Background: an optimization exercise with open tools, aiming at small area, a short achievable clock period and few clock cycles. Do not read the settings as production practice.
The RTL was checked by simulation tests, not by an equivalence proof against the original design.
Power and IR drop assume default switching activity.

==> ember <==
==> flow/design.v (excerpt) <==
module fbseq (
  input  wire        clk,
  input  wire        rst,           
  input  wire        cmd_valid,
  input  wire [31:0] cmd_data,
  output reg         cmd_ready,
  output reg         rsp_valid,
  output reg  [31:0] rsp_data,
  input  wire        rsp_ready,
  output reg         bus_valid,
  output reg  [7:0]  bus_data,
  input  wire        bus_ready,
  output reg         cs_n,
  output reg         dc,
  output reg         panel_rst_n,
  input  wire        busy,
  output reg         dly_req,
  output reg  [9:0]  dly_ms,
  input  wire        dly_done
);
==> flow/config.mk <==
export PLATFORM = sky130hd
export DESIGN_NAME = fbseq
export DESIGN_NICKNAME = fbseq
export VERILOG_FILES = /design/flow/design.v
export SDC_FILE = /design/flow/constraint.sdc
export NUM_CORES = 4
export LEC_CHECK = 0
export ABC_CLOCK_PERIOD_IN_PS = 3500
export CAP_MARGIN = 20
export CORE_MARGIN = 2
export CORE_UTILIZATION = 55
export CTS_CLUSTER_DIAMETER = 100
export CTS_CLUSTER_SIZE = 30
export PLACE_DENSITY = 0.65
export SLEW_MARGIN = 20
==> flow/constraint.sdc <==
create_clock -name core_clock -period 10.0 [get_ports {clk}]
set_input_delay 2.0000 -clock core_clock [delete_from_list [all_inputs] [get_ports {clk}]]
set_output_delay 2.0000 -clock core_clock [all_outputs]
set_load 0.01 [all_outputs]
standard.sh (not shown) runs the stock make flow with config.mk's settings and CLKGATE_MAP_FILE= SYNTH_SCRIPT=/design/flow/synth_recipe.tcl, a recipe that flattens the netlist after the stock synthesis.
==> flow/flow/run.sh <==
#!/bin/bash
set -euo pipefail
export SETUP_SLACK_MARGIN=6.6
bash standard.sh 2>&1 | tee standard.log
==> inputs of delta, as changes to ember <==
--- a/flow/design.v
+++ b/flow/design.v
@@ -31,11 +31,10 @@
   reg [NQ-1:0] aq;      
   localparam [2:0] F_IDLE = 3'd0,   
                    F_W1   = 3'd1,   
                    F_W2   = 3'd2,   
                    F_BMW  = 3'd3,   
-                   F_BMC  = 3'd4,   
                    F_WAIT = 3'd5;   
   reg [2:0]  fe;
   reg [3:0]  d_opc;        
   reg [1:0]  d_pv, d_var, d_mode;
   reg        d_illegal;
@@ -47,11 +46,13 @@
   reg [15:0] bm_left;      
   reg [6:0]  bx;           
   reg        bx_in;
   reg [7:0]  pmask;        
   reg [23:0] pw;           
-  reg [1:0]  bj;           
+  reg [1:0]  e_cnt;        
+  reg [5:0]  e_y;          
+  reg        e_vp, e_va;
   reg        st_wait;      
   wire       cmd_fire = cmd_valid & cmd_ready;
   wire [3:0] c_opc    = cmd_data[31:28];
   reg        c_illegal;
   always @* begin
@@ -147,10 +148,12 @@
   reg [4:0] spc;         
   reg       poll;        
   reg [6:0] bi;          
   reg [15:0] hsel;       
   reg [7:0]  lsel;       
+  reg        rplane;     
+  reg [31:0] rq;         
   reg [7:0]  nb;         
   reg        lastb;      
   wire [7:0] rows_m1  = var_r ? 8'd31 : 8'd15;
   wire [7:0] xwin_end = var_r ? 8'd3 : 8'd7;
   wire skip14 = (mode_r == MODE_BW);
@@ -469,28 +472,30 @@
       end
     end
   endgenerate
   reg [7:0] p_grp [0:15];
   reg [7:0] a_grp [0:15];
-  reg [7:0] p_rd, a_rd;
+  reg [31:0] rq_d;
   integer gh, gl;
   always @* begin
     for (gh = 0; gh < 16; gh = gh + 1) begin
       p_grp[gh] = 8'h00;
       a_grp[gh] = 8'h00;
       for (gl = 0; gl < 8; gl = gl + 1) begin
         p_grp[gh] = p_grp[gh] | ({8{lsel[gl]}} & p_byte[gh * 8 + gl]);
         a_grp[gh] = a_grp[gh] | ({8{lsel[gl]}} & a_byte[gh * 8 + gl]);
       end
     end
-    p_rd = 8'h00;
-    a_rd = 8'h00;
-    for (gh = 0; gh < 16; gh = gh + 1) begin
-      p_rd = p_rd | ({8{hsel[gh]}} & p_grp[gh]);
-      a_rd = a_rd | ({8{hsel[gh]}} & a_grp[gh]);
+    for (gh = 0; gh < 4; gh = gh + 1) begin
+      rq_d[gh * 8 +: 8] = 8'h00;
+      for (gl = 0; gl < 4; gl = gl + 1)
+        rq_d[gh * 8 +: 8] = rq_d[gh * 8 +: 8] |
+          ({8{hsel[gh * 4 + gl]}} & (rplane ? a_grp[gh * 4 + gl] : p_grp[gh * 4 + gl]));
     end
   end
+  wire [7:0] rq_byte = rq[7:0] | rq[15:8] | rq[23:16] | rq[31:24];
+  wire ptx = (rs == R_TX) && (spc == 5'd19 || spc == 5'd23);
   reg [7:0] data_q;
   always @* begin
     data_q = 8'h00;
     case (spc)
       5'd5:  data_q = 8'h54;
@@ -507,18 +512,18 @@
                2'd1:    data_q = (mode_r == MODE_BWR) ? 8'hA8 : 8'hB0;
                default: data_q = 8'h32;
              endcase
       5'd15: data_q = lut_q;
       5'd16: data_q = border_b;
-      5'd19: data_q = p_rd;
-      5'd23: data_q = a_rd;
       5'd25: data_q = 8'hC7;
       default: data_q = 8'h00;
     endcase
   end
   reg [2:0]  fe_n;
   reg        d_next;       
+  reg        e_busy_n;
+  reg [3:0]  opc_n;
   reg        l_v, l_clr, l_bmp, l_vp, l_va;
   reg [6:0]  l_xa, l_xb;
   reg [5:0]  l_ya, l_yb;
   reg [7:0]  l_pat;
   reg [7:0]  hm;
@@ -544,10 +549,14 @@
       rs          <= R_IDLE;
       spc         <= 5'd0;
       poll        <= 1'b0;
       bi          <= 7'd0;
       lastb       <= 1'b0;
+      hsel        <= 16'd1;
+      lsel        <= 8'd2;
+      rplane      <= 1'b0;
+      e_cnt       <= 2'd0;
       s2_v        <= 1'b0;
     end else begin
       fe_n    = fe;
       dv      <= 1'b0;
       dly_req <= 1'b0;
@@ -561,17 +570,19 @@
       l_ya    = c_y[5:0];
       l_yb    = c_y[5:0];
       l_pat   = 8'h00;
       if (rsp_valid && rsp_ready)
         rsp_valid <= 1'b0;
-      if (dv && rs != R_IDLE && (d_opc == 4'h7 || d_opc == 4'h8 ||
-                                 d_opc == 4'h9 || d_opc == 4'hA)) begin
+      if (dv && ((rs != R_IDLE && (d_opc == 4'h7 || d_opc == 4'h8 ||
+                                   d_opc == 4'h9 || d_opc == 4'hA)) ||
+                 (e_cnt != 2'd0 && (d_opc == 4'h1 || d_opc == 4'hA)))) begin
         dv <= 1'b1;
       end else if (dv) begin
         abort_r <= d_abort;
         case (d_opc)
           4'h1: begin  
+            fe_n = F_IDLE;
             if (d_illegal)                          fault[F_ILL] <= 1'b1;
             else if (d_var[1] || d_mode == 2'b11)   fault[F_CFG] <= 1'b1;
             else begin
               cfg      <= 1'b1;
               var_r    <= d_var[0];
@@ -611,10 +622,11 @@
               fault[F_ILL] <= 1'b1; fe_n = F_IDLE;
             end else if (!cfg) begin
               fault[F_NC]  <= 1'b1; fe_n = F_IDLE;
             end else begin
               panel_rst_n <= 1'b0;
+              rplane      <= 1'b0;
               dly_req     <= 1'b1;
               dly_ms      <= 10'd500;
               poll        <= 1'b0;
               spc         <= 5'd0;
               rs          <= R_DLY;
@@ -623,36 +635,50 @@
           4'hA: begin  
             if (d_illegal) begin
               fault[F_ILL] <= 1'b1;
               rsp_valid    <= 1'b1;
               rsp_data     <= 32'd0;
-            end else if (!s2_v) begin
+            end else if (!s2_v && e_cnt == 2'd0) begin
               rsp_valid    <= 1'b1;
               rsp_data     <= status_word;
             end else begin
               st_wait      <= 1'b1;
             end
           end
           default: fault[F_ILL] <= 1'b1;
         endcase
       end
-      if (st_wait && !s2_v) begin
+      if (st_wait && !s2_v && e_cnt == 2'd0) begin
         st_wait   <= 1'b0;
         rsp_valid <= 1'b1;
         rsp_data  <= status_word;
       end
+      if (e_cnt != 2'd0) begin
+        l_v   = bx_in;
+        l_bmp = 1'b1;
+        l_xa  = bx;
+        l_xb  = bx;
+        l_ya  = e_y;
+        l_vp  = e_vp;
+        l_va  = e_va;
+        l_pat = pw[7:0] & pmask;
+        pw    <= {8'h00, pw[23:8]};
+        e_cnt <= e_cnt - 2'd1;
+        if (bx == width_q[6:0]) bx_in <= 1'b0;
+        bx    <= bx + 7'd1;
+      end
       case (fe)
         F_IDLE: if (cmd_fire) begin
           d_opc     <= c_opc;
           d_pv      <= cmd_data[27:26];
           d_var     <= cmd_data[25:24];
           d_mode    <= cmd_data[23:22];
           d_illegal <= c_illegal;
           dv        <= 1'b1;
           case (c_opc)
             4'h3, 4'h4, 4'h5:       fe_n = F_W1;
-            4'h7, 4'h8, 4'h9, 4'hA: fe_n = F_WAIT;
+            4'h1, 4'h7, 4'h8, 4'h9, 4'hA: fe_n = F_WAIT;
             default:                fe_n = F_IDLE;
           endcase
         end
         F_W1: if (cmd_fire) begin
           x_r   <= c_x;
@@ -699,51 +725,40 @@
             bx_in   <= xin_r;
             fe_n    = (c_x == 16'd0) ? F_IDLE : F_BMW;
           end
         end
         F_BMW: if (cmd_fire) begin
-          pw <= cmd_data[31:8];
           if (abort_r) begin
             bm_left <= (bm_left <= 16'd4) ? 16'd0 : bm_left - 16'd4;
-            fe_n    = (bm_left <= 16'd4) ? F_IDLE : F_BMW;
           end else begin
             l_v     = bx_in;
             l_bmp   = 1'b1;
             l_xa    = bx;
             l_xb    = bx;
             l_ya    = y_r[5:0];
             l_pat   = cmd_data[7:0] & pmask;
-            bm_left <= bm_left - 16'd1;
-            bj      <= 2'd1;
-            fe_n    = (bm_left == 16'd1) ? F_IDLE : F_BMC;
+            if (bx == width_q[6:0]) bx_in <= 1'b0;
+            bx      <= bx + 7'd1;
+            pw      <= cmd_data[31:8];
+            e_y     <= y_r[5:0];
+            e_vp    <= enc_p;
+            e_va    <= enc_a;
+            if (bm_left >= 16'd4) begin
+              e_cnt   <= 2'd3;
+              bm_left <= bm_left - 16'd4;
+            end else begin
+              e_cnt   <= bm_left[1:0] - 2'd1;
+              bm_left <= 16'd0;
+            end
           end
-        end
-        F_BMC: begin
-          l_v     = bx_in;
-          l_bmp   = 1'b1;
-          l_xa    = bx;
-          l_xb    = bx;
-          l_ya    = y_r[5:0];
-          case (bj)
-            2'd1:    l_pat = pw[7:0] & pmask;
-            2'd2:    l_pat = pw[15:8] & pmask;
-            default: l_pat = pw[23:16] & pmask;
-          endcase
-          bm_left <= bm_left - 16'd1;
-          bj      <= bj + 2'd1;
-          if (bm_left == 16'd1)  fe_n = F_IDLE;
-          else if (bj == 2'd3)   fe_n = F_BMW;
+          fe_n = (bm_left <= 16'd4) ? F_IDLE : F_BMW;
         end
         F_WAIT: begin
           if (rsp_valid && rsp_ready) fe_n = F_IDLE;
         end
         default: fe_n = F_IDLE;
       endcase
-      if (l_bmp) begin
-        if (bx == width_q[6:0]) bx_in <= 1'b0;
-        bx <= bx + 7'd1;
-      end
       s2_v   <= l_v;
       s2_clr <= l_clr;
       s2_bmp <= l_bmp;
       s2_var <= var_r;
       s2_vp  <= l_vp;
@@ -752,10 +767,11 @@
       s2_xb  <= l_xb;
       s2_ya  <= l_ya;
       s2_yb  <= l_yb;
       s2_pat <= l_pat;
       if (m_fault) fault[F_ADDR] <= 1'b1;
+      if (!ptx) rq <= rq_d;
       d_next = 1'b0;
       case (rs)
         R_DLY: if (dly_done) begin
           if (poll && busy) begin
             dly_req <= 1'b1;           
@@ -766,21 +782,27 @@
         end
         R_TX: if (bus_ready) begin
           if (lastb) begin
             cs_n      <= 1'b1;
             bus_valid <= 1'b0;
+            hsel      <= 16'd1;
+            lsel      <= 8'd2;
+            if (spc == 5'd19) rplane <= 1'b1;
             if (spc == 5'd23) fe_n = F_IDLE;
             if (n_kind == K_DLY)      d_next = 1'b1;
             else if (n_kind == K_END) rs <= R_IDLE;
             else                      rs <= R_GAP;
           end else begin
             bus_data <= nb;
-            nb       <= data_q;
+            nb       <= ptx ? rq_byte : data_q;
             dc       <= 1'b1;
             bi       <= bi + 7'd1;
-            lsel     <= {lsel[6:0], lsel[7]};
-            if (lsel[7]) hsel <= {hsel[14:0], 1'b0};
+            if (ptx) begin
+              rq   <= rq_d;
+              lsel <= {lsel[6:0], lsel[7]};
+              if (lsel[7]) hsel <= {hsel[14:0], 1'b0};
+            end
             lastb    <= (bi == t_last1);
           end
         end
         R_GAP: d_next = 1'b1;
         default: ;
@@ -804,17 +826,25 @@
           bus_valid <= 1'b1;
           dc        <= 1'b0;
           bus_data  <= n_cmd;
           nb        <= n_d0;
           bi        <= 7'd1;
-          hsel      <= 16'd1;
-          lsel      <= 8'd2;
+          if (n_s == 5'd19 || n_s == 5'd23) begin
+            hsel    <= 16'd1;
+            lsel    <= 8'd4;
+          end
           lastb     <= (n_s == 5'd2) || (n_s == 5'd26);
           spc       <= (n_kind == K_SYNC) ? n_s + 5'd1 : n_s;
           rs        <= R_TX;
         end
       end
+      e_busy_n = (fe == F_BMW && cmd_fire && !abort_r) ? (bm_left > 16'd1)
+                                                        : (e_cnt > 2'd1);
+      opc_n    = (fe == F_IDLE) ? c_opc : d_opc;
       fe        <= fe_n;
-      cmd_ready <= (fe_n == F_IDLE || fe_n == F_W1 || fe_n == F_W2 || fe_n == F_BMW);
+      cmd_ready <= (fe_n == F_IDLE) ||
+                   (fe_n == F_W1  && !(e_busy_n && opc_n == 4'h3)) ||
+                   (fe_n == F_W2  && !(e_busy_n && opc_n == 4'h4)) ||
+                   (fe_n == F_BMW && !e_busy_n);
     end
   end
 endmodule
==> flow/flow/run.sh (replaced) <==
#!/bin/bash
set -euo pipefail
export SETUP_SLACK_MARGIN=6.8
bash standard.sh 2>&1 | tee standard.log
Settings changed: CAP_MARGIN 20 to 30, CTS_CLUSTER_SIZE 30 to 25, SLEW_MARGIN 20 to 50.
==> inputs of onyx, as changes to ember <==
--- a/flow/design.v
+++ b/flow/design.v
@@ -31,11 +31,10 @@
   reg [NQ-1:0] aq;      
   localparam [2:0] F_IDLE = 3'd0,   
                    F_W1   = 3'd1,   
                    F_W2   = 3'd2,   
                    F_BMW  = 3'd3,   
-                   F_BMC  = 3'd4,   
                    F_WAIT = 3'd5;   
   reg [2:0]  fe;
   reg [3:0]  d_opc;        
   reg [1:0]  d_pv, d_var, d_mode;
   reg        d_illegal;
@@ -47,11 +46,13 @@
   reg [15:0] bm_left;      
   reg [6:0]  bx;           
   reg        bx_in;
   reg [7:0]  pmask;        
   reg [23:0] pw;           
-  reg [1:0]  bj;           
+  reg [1:0]  e_cnt;        
+  reg [5:0]  e_y;          
+  reg        e_vp, e_va;
   reg        st_wait;      
   wire       cmd_fire = cmd_valid & cmd_ready;
   wire [3:0] c_opc    = cmd_data[31:28];
   reg        c_illegal;
   always @* begin
@@ -515,10 +516,12 @@
       default: data_q = 8'h00;
     endcase
   end
   reg [2:0]  fe_n;
   reg        d_next;       
+  reg        e_busy_n;
+  reg [3:0]  opc_n;
   reg        l_v, l_clr, l_bmp, l_vp, l_va;
   reg [6:0]  l_xa, l_xb;
   reg [5:0]  l_ya, l_yb;
   reg [7:0]  l_pat;
   reg [7:0]  hm;
@@ -544,10 +547,11 @@
       rs          <= R_IDLE;
       spc         <= 5'd0;
       poll        <= 1'b0;
       bi          <= 7'd0;
       lastb       <= 1'b0;
+      e_cnt       <= 2'd0;
       s2_v        <= 1'b0;
     end else begin
       fe_n    = fe;
       dv      <= 1'b0;
       dly_req <= 1'b0;
@@ -561,17 +565,19 @@
       l_ya    = c_y[5:0];
       l_yb    = c_y[5:0];
       l_pat   = 8'h00;
       if (rsp_valid && rsp_ready)
         rsp_valid <= 1'b0;
-      if (dv && rs != R_IDLE && (d_opc == 4'h7 || d_opc == 4'h8 ||
-                                 d_opc == 4'h9 || d_opc == 4'hA)) begin
+      if (dv && ((rs != R_IDLE && (d_opc == 4'h7 || d_opc == 4'h8 ||
+                                   d_opc == 4'h9 || d_opc == 4'hA)) ||
+                 (e_cnt != 2'd0 && (d_opc == 4'h1 || d_opc == 4'hA)))) begin
         dv <= 1'b1;
       end else if (dv) begin
         abort_r <= d_abort;
         case (d_opc)
           4'h1: begin  
+            fe_n = F_IDLE;
             if (d_illegal)                          fault[F_ILL] <= 1'b1;
             else if (d_var[1] || d_mode == 2'b11)   fault[F_CFG] <= 1'b1;
             else begin
               cfg      <= 1'b1;
               var_r    <= d_var[0];
@@ -623,36 +629,50 @@
           4'hA: begin  
             if (d_illegal) begin
               fault[F_ILL] <= 1'b1;
               rsp_valid    <= 1'b1;
               rsp_data     <= 32'd0;
-            end else if (!s2_v) begin
+            end else if (!s2_v && e_cnt == 2'd0) begin
               rsp_valid    <= 1'b1;
               rsp_data     <= status_word;
             end else begin
               st_wait      <= 1'b1;
             end
           end
           default: fault[F_ILL] <= 1'b1;
         endcase
       end
-      if (st_wait && !s2_v) begin
+      if (st_wait && !s2_v && e_cnt == 2'd0) begin
         st_wait   <= 1'b0;
         rsp_valid <= 1'b1;
         rsp_data  <= status_word;
       end
+      if (e_cnt != 2'd0) begin
+        l_v   = bx_in;
+        l_bmp = 1'b1;
+        l_xa  = bx;
+        l_xb  = bx;
+        l_ya  = e_y;
+        l_vp  = e_vp;
+        l_va  = e_va;
+        l_pat = pw[7:0] & pmask;
+        pw    <= {8'h00, pw[23:8]};
+        e_cnt <= e_cnt - 2'd1;
+        if (bx == width_q[6:0]) bx_in <= 1'b0;
+        bx    <= bx + 7'd1;
+      end
       case (fe)
         F_IDLE: if (cmd_fire) begin
           d_opc     <= c_opc;
           d_pv      <= cmd_data[27:26];
           d_var     <= cmd_data[25:24];
           d_mode    <= cmd_data[23:22];
           d_illegal <= c_illegal;
           dv        <= 1'b1;
           case (c_opc)
             4'h3, 4'h4, 4'h5:       fe_n = F_W1;
-            4'h7, 4'h8, 4'h9, 4'hA: fe_n = F_WAIT;
+            4'h1, 4'h7, 4'h8, 4'h9, 4'hA: fe_n = F_WAIT;
             default:                fe_n = F_IDLE;
           endcase
         end
         F_W1: if (cmd_fire) begin
           x_r   <= c_x;
@@ -699,51 +719,40 @@
             bx_in   <= xin_r;
             fe_n    = (c_x == 16'd0) ? F_IDLE : F_BMW;
           end
         end
         F_BMW: if (cmd_fire) begin
-          pw <= cmd_data[31:8];
           if (abort_r) begin
             bm_left <= (bm_left <= 16'd4) ? 16'd0 : bm_left - 16'd4;
-            fe_n    = (bm_left <= 16'd4) ? F_IDLE : F_BMW;
           end else begin
             l_v     = bx_in;
             l_bmp   = 1'b1;
             l_xa    = bx;
             l_xb    = bx;
             l_ya    = y_r[5:0];
             l_pat   = cmd_data[7:0] & pmask;
-            bm_left <= bm_left - 16'd1;
-            bj      <= 2'd1;
-            fe_n    = (bm_left == 16'd1) ? F_IDLE : F_BMC;
+            if (bx == width_q[6:0]) bx_in <= 1'b0;
+            bx      <= bx + 7'd1;
+            pw      <= cmd_data[31:8];
+            e_y     <= y_r[5:0];
+            e_vp    <= enc_p;
+            e_va    <= enc_a;
+            if (bm_left >= 16'd4) begin
+              e_cnt   <= 2'd3;
+              bm_left <= bm_left - 16'd4;
+            end else begin
+              e_cnt   <= bm_left[1:0] - 2'd1;
+              bm_left <= 16'd0;
+            end
           end
-        end
-        F_BMC: begin
-          l_v     = bx_in;
-          l_bmp   = 1'b1;
-          l_xa    = bx;
-          l_xb    = bx;
-          l_ya    = y_r[5:0];
-          case (bj)
-            2'd1:    l_pat = pw[7:0] & pmask;
-            2'd2:    l_pat = pw[15:8] & pmask;
-            default: l_pat = pw[23:16] & pmask;
-          endcase
-          bm_left <= bm_left - 16'd1;
-          bj      <= bj + 2'd1;
-          if (bm_left == 16'd1)  fe_n = F_IDLE;
-          else if (bj == 2'd3)   fe_n = F_BMW;
+          fe_n = (bm_left <= 16'd4) ? F_IDLE : F_BMW;
         end
         F_WAIT: begin
           if (rsp_valid && rsp_ready) fe_n = F_IDLE;
         end
         default: fe_n = F_IDLE;
       endcase
-      if (l_bmp) begin
-        if (bx == width_q[6:0]) bx_in <= 1'b0;
-        bx <= bx + 7'd1;
-      end
       s2_v   <= l_v;
       s2_clr <= l_clr;
       s2_bmp <= l_bmp;
       s2_var <= var_r;
       s2_vp  <= l_vp;
@@ -811,10 +820,16 @@
           lastb     <= (n_s == 5'd2) || (n_s == 5'd26);
           spc       <= (n_kind == K_SYNC) ? n_s + 5'd1 : n_s;
           rs        <= R_TX;
         end
       end
+      e_busy_n = (fe == F_BMW && cmd_fire && !abort_r) ? (bm_left > 16'd1)
+                                                        : (e_cnt > 2'd1);
+      opc_n    = (fe == F_IDLE) ? c_opc : d_opc;
       fe        <= fe_n;
-      cmd_ready <= (fe_n == F_IDLE || fe_n == F_W1 || fe_n == F_W2 || fe_n == F_BMW);
+      cmd_ready <= (fe_n == F_IDLE) ||
+                   (fe_n == F_W1  && !(e_busy_n && opc_n == 4'h3)) ||
+                   (fe_n == F_W2  && !(e_busy_n && opc_n == 4'h4)) ||
+                   (fe_n == F_BMW && !e_busy_n);
     end
   end
 endmodule
==> flow/flow/run.sh (replaced) <==
#!/bin/bash
set -euo pipefail
export SETUP_SLACK_MARGIN=6.8
bash standard.sh 2>&1 | tee standard.log
Settings changed: CAP_MARGIN 20 to 30, CTS_CLUSTER_SIZE 30 to 25, SLEW_MARGIN 20 to 50.
==> notes.md <==
Result of the run: ember failed layout checks; delta finished clean; onyx finished clean
Violated checks: ember max-slew violations; delta -; onyx -
Cell depth of the worst flop-to-flop path: ember 3; delta 9; onyx 12
Seq area share: ember 62.6%; delta 61.6%; onyx 60.6%
Complex-gate fraction of the synthesized area: ember 16.0%; delta 14.6%; onyx 15.1%
Power share of the combinational group: ember 10.2%; delta 6.0%; onyx 9.5%
Number of DRC markers after the initial detailed-route iteration: ember 12621; delta 12010; onyx 12991
Post-detailed-route via-to-cell ratio: ember 7.29; delta 7.09; onyx 7.28
Number of buffers created by CTS: ember 87; delta 105; onyx 103
Internal Pwr Total: ember 12.6 mW; delta 12.9 mW; onyx 12.8 mW
Buf+Inv Stages, Crit Path: ember 3; delta 1; onyx 1
Reg2reg start: ember s2_vp; delta s2_ya[0]; onyx s2_ya[1]
Area share of xor/xnor cells in the synthesized design: ember 0.406%; delta 0.469%; onyx 0.401%
Origin of the worst setup path: ember s2_vp; delta cs_n; onyx bus_data[7]
Proportion of synthesized chip area in sequential cells: ember 69.1%; delta 68.8%; onyx 68.6%
Number of placed cells counting well taps: ember 9372; delta 9758; onyx 9681
Multi-input gate area: ember 29000 µm²; delta 30000 µm²; onyx 30400 µm²
Number of flip-flops and latches in the synthesized netlist: ember 2258; delta 2299; onyx 2266
Effective utilization at floorplan: ember 55.3%; delta 55.4%; onyx 55.2%
Relative contribution of sequential cells to total power: ember 62.7%; delta 63.8%; onyx 61.7%
Fin area: ember 107000 µm²; delta 111000 µm²; onyx 111000 µm²
CP endpoint kind: ember register; delta primary output; onyx primary output
Leak Pwr: ember 34.5 nW; delta 35.1 nW; onyx 36.5 nW
Length of routed wiring on met1: ember 129 mm; delta 128 mm; onyx 130 mm
Placement Rows: ember 154; delta 155; onyx 155
Testbench counts of ember, summed over its fixed seeds: cycles 23,160.
Testbench counts of delta, summed over its fixed seeds: cycles 22,756.
Testbench counts of onyx, summed over its fixed seeds: cycles 22,756.

separate check: timing with driven ports:
The results above use ideal ports. As a check the final layouts listed here were re-extracted and re-timed, cells and wires unchanged. Step 1, drivers: a clkbuf_16 drives clk and a buf_2 each remaining input, both assumed. Step 2, shift: input delay + t, output delay - t, t = (earliest + latest rising clock arrival at the registers) / 2. This alone moves slack from input paths to output paths. Three values: ideal ports, drivers, drivers and shift; two values: the first two.
run	shift t [ns]	setup slack, ns	worst hold slack (ns)	clock arrival spread, ns	cell pins on the clock port's net
ember	0.852	6.342 / 6.342 / 5.851	0.429 / 0.429 / 0.429	0.062 / 0.062	1
delta	0.881	6.739 / 6.655 / 5.953	0.443 / 0.443 / 0.443	0.066 / 0.066	1
onyx	0.887	6.690 / 6.598 / 5.989	0.483 / 0.483 / 0.483	0.060 / 0.061	1
The setup slack of delta, which loses most, moves by -0.084 ns with the drivers and by -0.786 ns with both steps.
